Background: an optimization exercise with open tools, aiming at small area, a short achievable clock period and few clock cycles. Do not read the settings as production practice. Function was checked by simulation only, so behaviour that the tests miss may differ from the original. No activity file was given, so power comes from the tool's default toggle rates.

job 3048:
==> flow/design.v (excerpt) <==
module skc_top (
    input  wire         clk,
    input  wire         rst,
    input  wire         csr_valid,
    input  wire         csr_write,
    input  wire [7:0]   csr_addr,
    input  wire [31:0]  csr_wdata,
    output wire         csr_ready,
    output reg  [31:0]  csr_rdata,
    input  wire         cmd_valid,
    output wire         cmd_ready,
    input  wire [63:0]  cmd_word,
    input  wire [31:0]  cmd_key,
    output wire         rsp_valid,
    input  wire         rsp_ready,
    output wire [3:0]   rsp_status,
    output wire [63:0]  rsp_est,
    output wire         hreq_valid,
    input  wire         hreq_ready,
    output wire [31:0]  hreq_key,
    output wire [7:0]   hreq_klen,
    output wire [7:0]   hreq_seed,
    input  wire         hrsp_valid,
    output wire         hrsp_ready,
    input  wire [31:0]  hrsp_value
);
export LEC_CHECK = 0
export CAP_MARGIN = 20
export CELL_PAD_IN_SITES_DETAIL_PLACEMENT = 0
export CELL_PAD_IN_SITES_GLOBAL_PLACEMENT = 0
export CORE_MARGIN = 2
export CORE_UTILIZATION = 55
export PLACE_DENSITY = 0.65
export SLEW_MARGIN = 20
create_clock -name core_clock -period 34.0 [get_ports {clk}]
standard.sh (not shown) runs the stock make flow with config.mk's settings and CLKGATE_MAP_FILE= SYNTH_SCRIPT=/design/flow/synth_recipe.tcl, a recipe that flattens the netlist after the stock synthesis.
==> flow/flow/run.sh <==
#!/bin/bash
# The standard layout, with repair_timing aiming for setup slack of at least
# SETUP_SLACK_MARGIN at the design's clock period (the SDC is unchanged).
set -euo pipefail
bash standard.sh SETUP_SLACK_MARGIN=18.5 finish > make_finish.log 2>&1
Testbench counts of job 3048, summed over its fixed seeds: cycles 56,000.
The following lists how job 5919 was set up differently from job 3048:
Settings: CTS_BUF_LIST now sky130_fd_sc_hd__clkbuf_8, previously not set.
==> flow/run.sh (new file) <==
#!/bin/bash
# synth_recipe.tcl (not shown) runs the flow's synth.tcl, then flattens the netlist and writes it again
# the make line also repeats each setting of config.mk as NAME=value (left out here)
make -C /OpenROAD-flow-scripts/flow DESIGN_CONFIG=/design/flow/config.mk WORK_HOME=/design/flow/orfs CLKGATE_MAP_FILE= SYNTH_SCRIPT=/design/flow/synth_recipe.tcl finish
removed: flow/flow/run.sh
removed: flow/standard.sh
--- outcome ---
Going from job 3048 to job 5919, number of clock-tree buffers in the layout grows by 26%.
Number of search-and-repair iterations in the first detailed-routing pass, job 3048 and job 5919: lower on job 3048
Note that the total power draw recorded for job 5919 amounts to 0.927 times the value seen in job 3048.
Against job 3048, job 5919 comes in 8.6% lower on non-clock buffer count.
Comparing job 3048 with job 5919, the routed wire length came out essentially unchanged.
Comparing the two runs side by side, job 5919 comes out behind job 3048 on final critical-path setup slack.
Diff job 5919..job 3048 | multi-input combinational cell count | negligible
Critical path depth (lower): job 5919
Looking only at worst voltage drop across the vdd grid, and setting everything else aside, the lower value of job 3048 and job 5919 goes to job 5919.
Taking job 3048 as the reference, in job 5919 clock-net power moved down; multi-input logic area shrank by 310 um2.

========
Setup of v6:
Another version of the RTL of skc_top (not shown whole).
Size in the first run: ~330 I/O pins, ~0.13 mm² of cells after synthesis.
export LEC_CHECK = 0
export CAP_MARGIN = 20
export CELL_PAD_IN_SITES_DETAIL_PLACEMENT = 0
export CELL_PAD_IN_SITES_GLOBAL_PLACEMENT = 0
export CORE_MARGIN = 2
export CORE_UTILIZATION = 55
export PLACE_DENSITY = 0.65
export SLEW_MARGIN = 20
create_clock -name core_clock -period 34.0 [get_ports {clk}]
==> flow/flow/run.sh <==
#!/bin/bash
# The standard layout, with repair_timing aiming for setup slack of at least
# SETUP_SLACK_MARGIN at the design's clock period (the SDC is unchanged).
set -euo pipefail
bash standard.sh SETUP_SLACK_MARGIN=19.5 finish > make_finish.log 2>&1
Both conditions hold for v6: the flow ran to the end and the final layout passed the timing, design-rule and antenna checks.
Testbench counts of v6, summed over its fixed seeds: cycles 56,000.
Setup changes, v6 to v8
Settings: setting CTS_BUF_LIST to sky130_fd_sc_hd__clkbuf_8 for the first time.
==> flow/flow/run.sh <==
#!/bin/bash
# The standard layout, with repair_timing aiming for setup slack of at least
# SETUP_SLACK_MARGIN at the design's clock period (the SDC is unchanged),
# and the port buffers made with buf_4 cells.
set -euo pipefail
bash standard.sh SETUP_SLACK_MARGIN=19.5 "BUFFER_PORTS_ARGS=-buffer_cell sky130_fd_sc_hd__buf_4" finish > make_finish.log 2>&1
- v8: flow completed, timing, DRC and antenna clean
- v6 consumes more power than v8.
- v8 ended with less final standard cell area without fillers than v6.
- As far as total number of sequential cells goes, v8 and v6 are indistinguishable; the numbers are identical.
- v8 reports its slowest library cell on the worst path as sky130_fd_sc_hd__a31oi_4 while v6 reports sky130_fd_sc_hd__nor3_4.
- The setup slack of v8 is larger than that of v6.

========
Another version of the RTL of skc_top (not shown whole).
Size: about 11000 cells after synthesis.
clock: 34.0 ns
lec_check: 0
cap_margin: 20
cell_pad_in_sites_detail_placement: 0
cell_pad_in_sites_global_placement: 0
core_margin: 2
core_utilization: 60
cts_buf_list: sky130_fd_sc_hd__clkbuf_16
cts_cluster_diameter: 90
cts_cluster_size: 24
place_density: 0.7
slew_margin: 20
==> flow/flow/run.sh <==
#!/bin/bash
# The standard layout, with repair_timing aiming for setup slack of at least
# SETUP_SLACK_MARGIN at the design's clock period (the SDC is unchanged),
# and the port buffers made with buf_2 cells.
set -euo pipefail
bash standard.sh SETUP_SLACK_MARGIN=19.5 "BUFFER_PORTS_ARGS=-buffer_cell sky130_fd_sc_hd__buf_2" finish > make_finish.log 2>&1
Testbench counts at the start, summed over its fixed seeds: cycles 56,000.
Change:
==> flow/flow/run.sh (replaced) <==
#!/bin/bash
# The standard layout, with repair_timing aiming for setup slack of at least
# SETUP_SLACK_MARGIN at the design's clock period (the SDC is unchanged),
# and the port buffers made with buf_4 cells.
set -euo pipefail
bash standard.sh SETUP_SLACK_MARGIN=19.5 "BUFFER_PORTS_ARGS=-buffer_cell sky130_fd_sc_hd__buf_4" finish > make_finish.log 2>&1
- CAP_MARGIN: 20 -> 10
- CORE_UTILIZATION: 60 -> 62
- CTS_CLUSTER_DIAMETER: 90 -> 80
- CTS_CLUSTER_SIZE: 24 -> 20
- PLACE_DENSITY: 0.7 -> 0.72
- SLEW_MARGIN: 20 -> 10
With this change the flow completed and failed the layout checks on max-capacitance violations, max-slew violations. Count of clock-buffer cells in the layout is higher by 29. Utilization climbs by 2.9 points. Cell count hardly moves. First-iteration DRC count goes up by 5.7%.
Change:
- CAP_MARGIN: 10 -> 20
- CORE_UTILIZATION: 62 -> 55
- CTS_BUF_LIST: sky130_fd_sc_hd__clkbuf_16 -> sky130_fd_sc_hd__clkbuf_8
- CTS_CLUSTER_DIAMETER: 80 -> unset
- CTS_CLUSTER_SIZE: 20 -> unset
- PLACE_DENSITY: 0.72 -> 0.65
- SLEW_MARGIN: 10 -> 20
The new run finished with timing, DRC and antenna clean. Non-clock buffer count grows by 49. Worst setup slack gains 0.18 ns. Area after synthesis is unchanged. Clock-buffer cell count grows by 276. Routed wire length grows by 2.4%. Maximum frequency grows by 1.2%.
Change:
==> flow/run.sh (new file) <==
#!/bin/bash
# synth_recipe.tcl (not shown) runs the flow's synth.tcl, then flattens the netlist and writes it again
# the make line also repeats each setting of config.mk as NAME=value (left out here)
make -C /OpenROAD-flow-scripts/flow DESIGN_CONFIG=/design/flow/config.mk WORK_HOME=/design/flow/orfs CLKGATE_MAP_FILE= SYNTH_SCRIPT=/design/flow/synth_recipe.tcl finish
removed: flow/flow/run.sh
removed: flow/standard.sh
What happened: The new run completed without violations; total power came out lower by 1.6%; sequential cell count is unchanged; worst setup slack is worse by 1.3 ns; cell area came out lower by 1.3%.

========
## run A
Starting RTL as in the previous note.
clock: 34.0 ns
lec_check: 0
cap_margin: 20
cell_pad_in_sites_detail_placement: 0
cell_pad_in_sites_global_placement: 0
core_margin: 2
core_utilization: 55
cts_buf_list: sky130_fd_sc_hd__clkbuf_16
cts_cluster_diameter: 90
cts_cluster_size: 24
place_density: 0.65
slew_margin: 20
==> flow/flow/run.sh <==
#!/bin/bash
# The standard layout, with repair_timing aiming for setup slack of at least
# SETUP_SLACK_MARGIN at the design's clock period (the SDC is unchanged),
# and the port buffers made with buf_2 cells.
set -euo pipefail
bash standard.sh SETUP_SLACK_MARGIN=19.5 "BUFFER_PORTS_ARGS=-buffer_cell sky130_fd_sc_hd__buf_2" finish > make_finish.log 2>&1
Run A: no failed stages, no open violations at the end
Testbench counts of run A, summed over its fixed seeds: cycles 56,000.
The inputs of run B differ from those of run A as listed below.
Settings: SLEW_MARGIN now 10, was 20; CTS_CLUSTER_SIZE now 20, was 24; CTS_CLUSTER_DIAMETER now 80, was 90; CAP_MARGIN now 10, was 20.
==> flow/flow/run.sh <==
#!/bin/bash
# The standard layout, with repair_timing aiming for setup slack of at least
# SETUP_SLACK_MARGIN at the design's clock period (the SDC is unchanged),
# and the port buffers made with buf_4 cells.
set -euo pipefail
bash standard.sh SETUP_SLACK_MARGIN=19.5 "BUFFER_PORTS_ARGS=-buffer_cell sky130_fd_sc_hd__buf_4" finish > make_finish.log 2>&1
==> comparison <==
- Status: part of the cycle the worst path needs parity (run B, run A)
- Taking run A as the reference, in run B share of total power in the clock network higher; sequential share of layout area fell 0.89 points.

========
## old
Another version of the RTL of skc_top (not shown whole).
For scale: roughly 11000 cells after synthesis, roughly 2400 flip-flops, ~330 I/O pins, roughly 130000 µm² of cells after synthesis.
clock: 34.0 ns
lec_check: 0
cap_margin: 10
cell_pad_in_sites_detail_placement: 0
cell_pad_in_sites_global_placement: 0
core_margin: 2
core_utilization: 55
cts_buf_list: sky130_fd_sc_hd__clkbuf_16
cts_cluster_diameter: 80
cts_cluster_size: 20
place_density: 0.65
slew_margin: 10
==> flow/flow/run.sh <==
#!/bin/bash
# The standard layout, with repair_timing aiming for setup slack of at least
# SETUP_SLACK_MARGIN at the design's clock period (the SDC is unchanged),
# and the port buffers made with buf_4 cells.
set -euo pipefail
bash standard.sh SETUP_SLACK_MARGIN=19.5 "BUFFER_PORTS_ARGS=-buffer_cell sky130_fd_sc_hd__buf_4" finish > make_finish.log 2>&1
Testbench counts of old, summed over its fixed seeds: cycles 56,000.
The inputs of new differ from those of old as listed below.
- removing CTS_CLUSTER_SIZE (formerly 20)
- removing CTS_CLUSTER_DIAMETER (formerly 80)
- changing CTS_BUF_LIST from sky130_fd_sc_hd__clkbuf_16 to sky130_fd_sc_hd__clkbuf_8
- changing CAP_MARGIN from 10 to 20
- changing SLEW_MARGIN from 10 to 20
--- outcome ---
Per the comparison of new with old, first-iteration DRC count now larger; count of buffers not belonging to the clock network in the layout now smaller; wire length of the first global-routing pass now larger; count of non-filler cells in the finished layout now larger; count of inserted antenna diode cells now smaller.
Where worst slack at placement is concerned, old is better than new.
Highest fanout seen on the critical path ends up higher on new.
Cell depth of the worst setup path in new is 2 above old.
Taking old as the reference, in new maximum clock rate barely changed, power rose by about 8%.
The startpoint of the worst setup timing path comes out csr_addr[1] in one run and csr_addr[7] in the other, namely in new and old respectively.

[afterwards: timing with drivers on the ports]
In the flow no input, the clock included, has a driving cell. The finished layouts below were timed again as built, in two steps. Step 1 (the two cells are an assumption about what drives the block):
set clk [get_ports {clk}]
set_driving_cell -lib_cell sky130_fd_sc_hd__clkbuf_16 $clk
set_driving_cell -lib_cell sky130_fd_sc_hd__buf_2 [delete_from_list [all_inputs] $clk]
Step 2 also shifts input and output timing later by t, the mid clock arrival at the registers, as if the neighbouring blocks saw the same clock. Three values: ideal ports, drivers, drivers and shift; two values: the first two.
| run | t (ns) | setup WS [ns] | hold slack, ns | clock arrival spread, ns | pins driven straight from the clock port |
|---|---|---|---|---|---|
| job 3048 | 1.030 | 18.396 / 18.232 / 18.232 | 0.458 / 0.458 / 0.458 | 0.116 / 0.117 | 1 |
| job 5919 | 1.214 | 16.587 / 16.539 / 16.539 | 0.457 / 0.457 / 0.457 | 0.180 / 0.181 | 1 |
| v6 | 1.016 | 18.698 / 18.567 / 18.567 | 0.478 / 0.478 / 0.478 | 0.097 / 0.097 | 1 |
| v8 | 1.203 | 18.809 / 18.668 / 18.668 | 0.490 / 0.490 / 0.490 | 0.190 / 0.190 | 1 |
| the first run of note 3 | 0.933 | 18.604 / 18.564 / 18.564 | 0.487 / 0.487 / 0.487 | 0.080 / 0.079 | 1 |
| the second run of note 3 | 0.938 | 18.532 / 18.501 / 18.501 | 0.475 / 0.475 / 0.475 | 0.091 / 0.091 | 1 |
| the third run of note 3 | 1.204 | 18.709 / 18.667 / 18.667 | 0.476 / 0.476 / 0.476 | 0.207 / 0.207 | 1 |
| the fourth run of note 3 | 1.190 | 17.448 / 17.350 / 17.590 | 0.481 / 0.481 / 0.481 | 0.183 / 0.182 | 1 |
| run A | 0.919 | 18.723 / 18.683 / 18.683 | 0.479 / 0.479 / 0.479 | 0.137 / 0.137 | 1 |
| run B | 0.962 | 18.691 / 18.650 / 18.650 | 0.479 / 0.479 / 0.479 | 0.077 / 0.077 | 1 |
| old | 0.938 | 18.692 / 18.651 / 18.651 | 0.481 / 0.481 / 0.481 | 0.078 / 0.078 | 1 |
| new | 1.185 | 18.682 / 18.659 / 18.659 | 0.477 / 0.477 / 0.477 | 0.176 / 0.176 | 1 |
The setup slack of job 3048, which loses most, moves by -0.164 ns with the drivers and by -0.164 ns with both steps.
